What follows belongs to an exercise in optimizing a design on an open flow for small area, a short achievable clock period and few clock cycles per item; a production flow would make more cautious choices. Where RTL was checked, it was by simulation tests only, not by an equivalence proof against the original. Power is estimated from default activity; no workload was simulated.

==> flow/design.v <==
module tc_uplink_codec (
    input  wire        clk,
    input  wire        rst_n,
    input  wire        in_valid,
    output reg         in_ready,
    input  wire [7:0]  in_data,
    input  wire        in_last,
    input  wire [1:0]  in_op,
    output reg         out_valid,
    input  wire        out_ready,
    output reg  [7:0]  out_data,
    output reg         out_last,
    output wire [15:0] out_res
);
    localparam [1:0] OP_CRC  = 2'd0;
    localparam [1:0] OP_SCR  = 2'd1;
    localparam [1:0] OP_CLTU = 2'd2;
    localparam [1:0] OP_TC   = 2'd3;
    localparam [2:0] S_IDLE  = 3'd0;
    localparam [2:0] S_SYNC1 = 3'd1;
    localparam [2:0] S_BODY  = 3'd2;
    localparam [2:0] S_FILL  = 3'd3;
    localparam [2:0] S_PAR   = 3'd4;
    localparam [2:0] S_TAIL  = 3'd5;
    localparam [1:0] SRC_DATA  = 2'd0;
    localparam [1:0] SRC_CRCHI = 2'd1;
    localparam [1:0] SRC_CRCLO = 2'd2;
    localparam [1:0] SRC_DONE  = 2'd3;
    function [15:0] crc16_byte;
        input [15:0] c;
        input [7:0]  b;
        integer k;
        reg [15:0] r;
        begin
            r = c ^ {b, 8'h00};
            for (k = 0; k < 8; k = k + 1)
                r = r[15] ? ((r << 1) ^ 16'h1021) : (r << 1);
            crc16_byte = r;
        end
    endfunction
    function [7:0] par_step;
        input [7:0] a;
        input [7:0] b;
        reg [7:0] x;
        begin
            x = a ^ b;
            par_step = {x[6:0], x[7]};
        end
    endfunction
    function [7:0] scr_step;
        input [7:0] y;
        scr_step = {y[0] ^ y[2] ^ y[7], y[4] ^ y[7], y[3] ^ y[6], y[2] ^ y[5],
                    y[1] ^ y[4], y[0] ^ y[3], y[0] ^ y[7], y[1] ^ y[4] ^ y[7]};
    endfunction
    reg [2:0]  state;
    reg [1:0]  op;
    reg [1:0]  src;
    reg        first;      
    reg [15:0] res;        
    reg        carry;      
    reg [7:0]  scr;        
    reg [7:0]  blk_par;    
    reg [2:0]  cnt;        
    reg        int_go;     
    reg        skid_full;
    reg [7:0]  skid_data;
    reg        skid_last;
    assign out_res = res;
    wire st_idle = (state == S_IDLE);
    wire st_body = (state == S_BODY);
    wire st_fill = (state == S_FILL);
    wire st_par  = (state == S_PAR);
    wire st_tail = (state == S_TAIL);
    wire op_crc  = (op == OP_CRC) || (op == OP_TC);
    wire op_scr  = (op == OP_SCR) || (op == OP_TC);
    wire op_cltu = op[1];
    wire load = !out_valid || out_ready;
    wire idle_go = st_idle && in_valid && !skid_full &&
                   !(out_valid && out_last && !out_ready);
    wire take    = in_ready && in_valid;
    wire prod    = take || int_go || (idle_go && in_op[1]);
    reg [7:0] pay_byte;
    always @(*) begin
        case (src)
            SRC_CRCHI: pay_byte = res[15:8];
            SRC_CRCLO: pay_byte = res[7:0];
            default:   pay_byte = in_data;
        endcase
    end
    wire [7:0] coded_byte = op_scr ? (pay_byte ^ scr) : pay_byte;
    reg [1:0] src_next;
    always @(*) begin
        case (src)
            SRC_DATA:  src_next = in_last ? (op_crc ? SRC_CRCHI : SRC_DONE) : SRC_DATA;
            SRC_CRCHI: src_next = SRC_CRCLO;
            default:   src_next = SRC_DONE;
        endcase
    end
    wire pay_final = (src_next == SRC_DONE);
    reg [7:0] prod_data;
    reg       prod_last;
    always @(*) begin
        prod_data = coded_byte;
        prod_last = 1'b0;
        case (state)
            S_IDLE:  prod_data = 8'hEB;
            S_SYNC1: prod_data = 8'h90;
            S_BODY:  prod_last = !op_cltu && pay_final;
            S_FILL:  prod_data = 8'h55;
            S_PAR:   prod_data = blk_par;
            S_TAIL: begin
                prod_data = 8'hC5;
                prod_last = (cnt == 3'b100);
            end
            default: ;
        endcase
    end
    reg [2:0] state_next;
    reg [1:0] src_upd;
    always @(*) begin
        state_next = state;
        src_upd    = src;
        case (state)
            S_IDLE: begin
                src_upd = SRC_DATA;
                if (idle_go)
                    state_next = in_op[1] ? S_SYNC1 : S_BODY;
            end
            S_SYNC1: if (prod) state_next = S_BODY;
            S_BODY: if (prod) begin
                src_upd = src_next;
                if (op_cltu) begin
                    if (cnt == 3'b100)
                        state_next = S_PAR;
                    else if (pay_final)
                        state_next = S_FILL;
                end else if (pay_final) begin
                    state_next = S_IDLE;
                end
            end
            S_FILL: if (prod && cnt == 3'b100) state_next = S_PAR;
            S_PAR:  if (prod) state_next = (src == SRC_DONE) ? S_TAIL : S_BODY;
            S_TAIL: if (prod && cnt == 3'b100) state_next = S_IDLE;
            default: state_next = S_IDLE;
        endcase
    end
    wire skid_next = !load && (skid_full || prod);
    wire body_data_next = (state_next == S_BODY) && (src_upd == SRC_DATA);
    wire int_next  = (state_next == S_SYNC1) || (state_next == S_FILL) ||
                     (state_next == S_PAR) || (state_next == S_TAIL) ||
                     ((state_next == S_BODY) && (src_upd == SRC_CRCHI || src_upd == SRC_CRCLO));
    always @(posedge clk) begin
        if (!rst_n) begin
            out_valid <= 1'b0;
            skid_full <= 1'b0;
        end else begin
            skid_full <= skid_next;
            if (load)
                out_valid <= skid_full || prod;
        end
        if (load) begin
            out_data <= skid_full ? skid_data : prod_data;
            out_last <= skid_full ? skid_last : prod_last;
        end
        if (!skid_full) begin
            skid_data <= prod_data;
            skid_last <= prod_last;
        end
    end
    wire       cin   = st_par || carry;
    wire [2:0] pair  = {1'b0, res[1:0]} + {2'b00, cin};
    always @(posedge clk) begin
        if (!rst_n) begin
            state    <= S_IDLE;
            in_ready <= 1'b0;
            int_go   <= 1'b0;
        end else begin
            state    <= state_next;
            in_ready <= body_data_next && !skid_next;
            int_go   <= int_next && !skid_next;
        end
        src <= src_upd;
        if (st_idle) begin
            scr     <= 8'hFF;
            first   <= 1'b1;
            blk_par <= 8'h00;
            cnt     <= 3'b001;
            carry   <= 1'b0;
        end
        if (idle_go) begin
            op  <= in_op;
            res <= {16{in_op[0] ~^ in_op[1]}};
        end
        if (prod && !st_idle) begin
            if (op == OP_CLTU) begin
                res   <= {pair[1:0], res[15:2]};
                carry <= pair[2];
            end
            if (st_body || st_fill || st_par)
                blk_par <= par_step(blk_par, prod_data);
            if (op_cltu && (st_body || st_fill || st_tail))
                cnt <= {cnt[1:0], cnt[2] ^ cnt[1]};
        end
        if (take) begin
            first <= 1'b0;
            case (op)
                OP_SCR:  res[7:0] <= par_step(res[7:0], in_data);
                OP_CLTU: ;
                default: res <= crc16_byte(res, 8'h00) ^ crc16_byte(16'h0000, in_data);
            endcase
        end
        if (prod && st_body) begin
            scr <= scr_step(scr);
            if (first) begin
                scr[0] <= 1'b0;
                scr[1] <= 1'b1;
                scr[5] <= 1'b1;
                scr[6] <= 1'b1;
                scr[7] <= 1'b0;
            end
        end
    end
endmodule
==> flow/config.mk <==
export PLATFORM = sky130hd
export DESIGN_NAME = tc_uplink_codec
export DESIGN_NICKNAME = tc_uplink_codec
export VERILOG_FILES = /design/flow/design.v
export SDC_FILE = /design/flow/constraint.sdc
export NUM_CORES = 4
export LEC_CHECK = 0
export ABC_AREA = 1
export CAP_MARGIN = 20
export CORE_MARGIN = 2
export CORE_UTILIZATION = 40
export PLACE_DENSITY = 0.6
export SETUP_SLACK_MARGIN = 2.8
export SLEW_MARGIN = 20
==> flow/constraint.sdc <==
create_clock -name core_clock -period 5.0 [get_ports {clk}]
set_input_delay 1.0000 -clock core_clock [delete_from_list [all_inputs] [get_ports {clk}]]
set_output_delay 1.0000 -clock core_clock [all_outputs]
set_load 0.01 [all_outputs]
standard.sh (not shown) runs the stock make flow with config.mk's settings and CLKGATE_MAP_FILE= SYNTH_SCRIPT=/design/flow/synth_recipe.tcl, a recipe that flattens the netlist after the stock synthesis.
==> flow/flow/run.sh <==
#!/bin/bash
# Standard layout, with plain buffers (not delay cells) on the ports.
set -euo pipefail
export BUFFER_PORTS_ARGS="-buffer_cell sky130_fd_sc_hd__buf_2"
bash standard.sh > standard.log 2>&1
Testbench counts at the start, summed over its fixed seeds: cycles 19,099, bytes 15,499.
Change:
--- a/flow/design.v
+++ b/flow/design.v
@@ -145,10 +145,35 @@
         endcase
     end
     wire skid_next = !load && (skid_full || prod);
-    wire body_data_next = (state_next == S_BODY) && (src_upd == SRC_DATA);
-    wire int_next  = (state_next == S_SYNC1) || (state_next == S_FILL) ||
-                     (state_next == S_PAR) || (state_next == S_TAIL) ||
-                     ((state_next == S_BODY) && (src_upd == SRC_CRCHI || src_upd == SRC_CRCLO));
+    wire st_bd    = st_body && (src == SRC_DATA);
+    wire idle_eb  = idle_go && in_op[1];
+    wire cnt_end  = (cnt == 3'b100);
+    wire cltu_end = op_cltu && cnt_end;
+    reg  bd_int, bd_data;    
+    always @(*) begin
+        bd_int  = 1'b0;
+        bd_data = 1'b0;
+        case (state)
+            S_SYNC1: begin
+                bd_int  = !int_go;
+                bd_data = int_go;
+            end
+            S_BODY: bd_int = !(int_go && src == SRC_CRCLO && !op_cltu);
+            S_FILL: bd_int = 1'b1;
+            S_PAR: begin
+                bd_int  = !int_go || (src != SRC_DATA);
+                bd_data = int_go && (src == SRC_DATA);
+            end
+            S_TAIL: bd_int = !(int_go && cnt_end);
+            default: ;
+        endcase
+    end
+    wire take_int1 = op_crc || op_cltu;
+    wire data_int  = in_last ? take_int1 : cltu_end;
+    wire body_data_next = st_idle ? (idle_go && !in_op[1]) :
+                          st_bd   ? (!take || (!in_last && !cltu_end)) : bd_data;
+    wire int_next  = st_idle ? idle_eb :
+                     st_bd   ? (take && data_int) : bd_int;
     always @(posedge clk) begin
         if (!rst_n) begin
             out_valid <= 1'b0;
What happened: Final cell count grows by 11%; wire length came out higher by 10%; combinational power rises by 130%; clock-buffer cell count goes up by 2; hold slack improves by 3.5 ps; sequential share of layout area goes down by 1.0 points.
For the second run of this note, only the layout was checked, not whether the RTL still works.

[what the ideal ports hide]
The flow's constraints put no driver on any port. The routed layouts listed below were extracted and timed again, unchanged, in two steps. Step 1, drivers: a clkbuf_16 drives clk and a buf_2 each remaining input, both assumed. Step 2 adds t to the input delays and takes it off the output delays; t is the mean of the earliest and latest rising clock arrival at the registers after step 1. Input paths then give back, and output paths get back, about the clock's delay inside the block. Three values: ideal ports, drivers, drivers and shift; two values: the first two.
run	shift t [ns]	setup slack, ns	hold slack, ns	worst register clock-pin slew, ns
the first run	0.386	2.842 / 2.852 / 2.466	0.465 / 0.465 / 0.465	0.09 / 0.09
the second run	0.387	2.874 / 2.842 / 2.551	0.469 / 0.469 / 0.469	0.08 / 0.08
After both steps setup and hold are still met in every run listed. For the first run, which loses most, drivers alone change the setup slack by +0.010 ns; drivers and shift together by -0.376 ns.
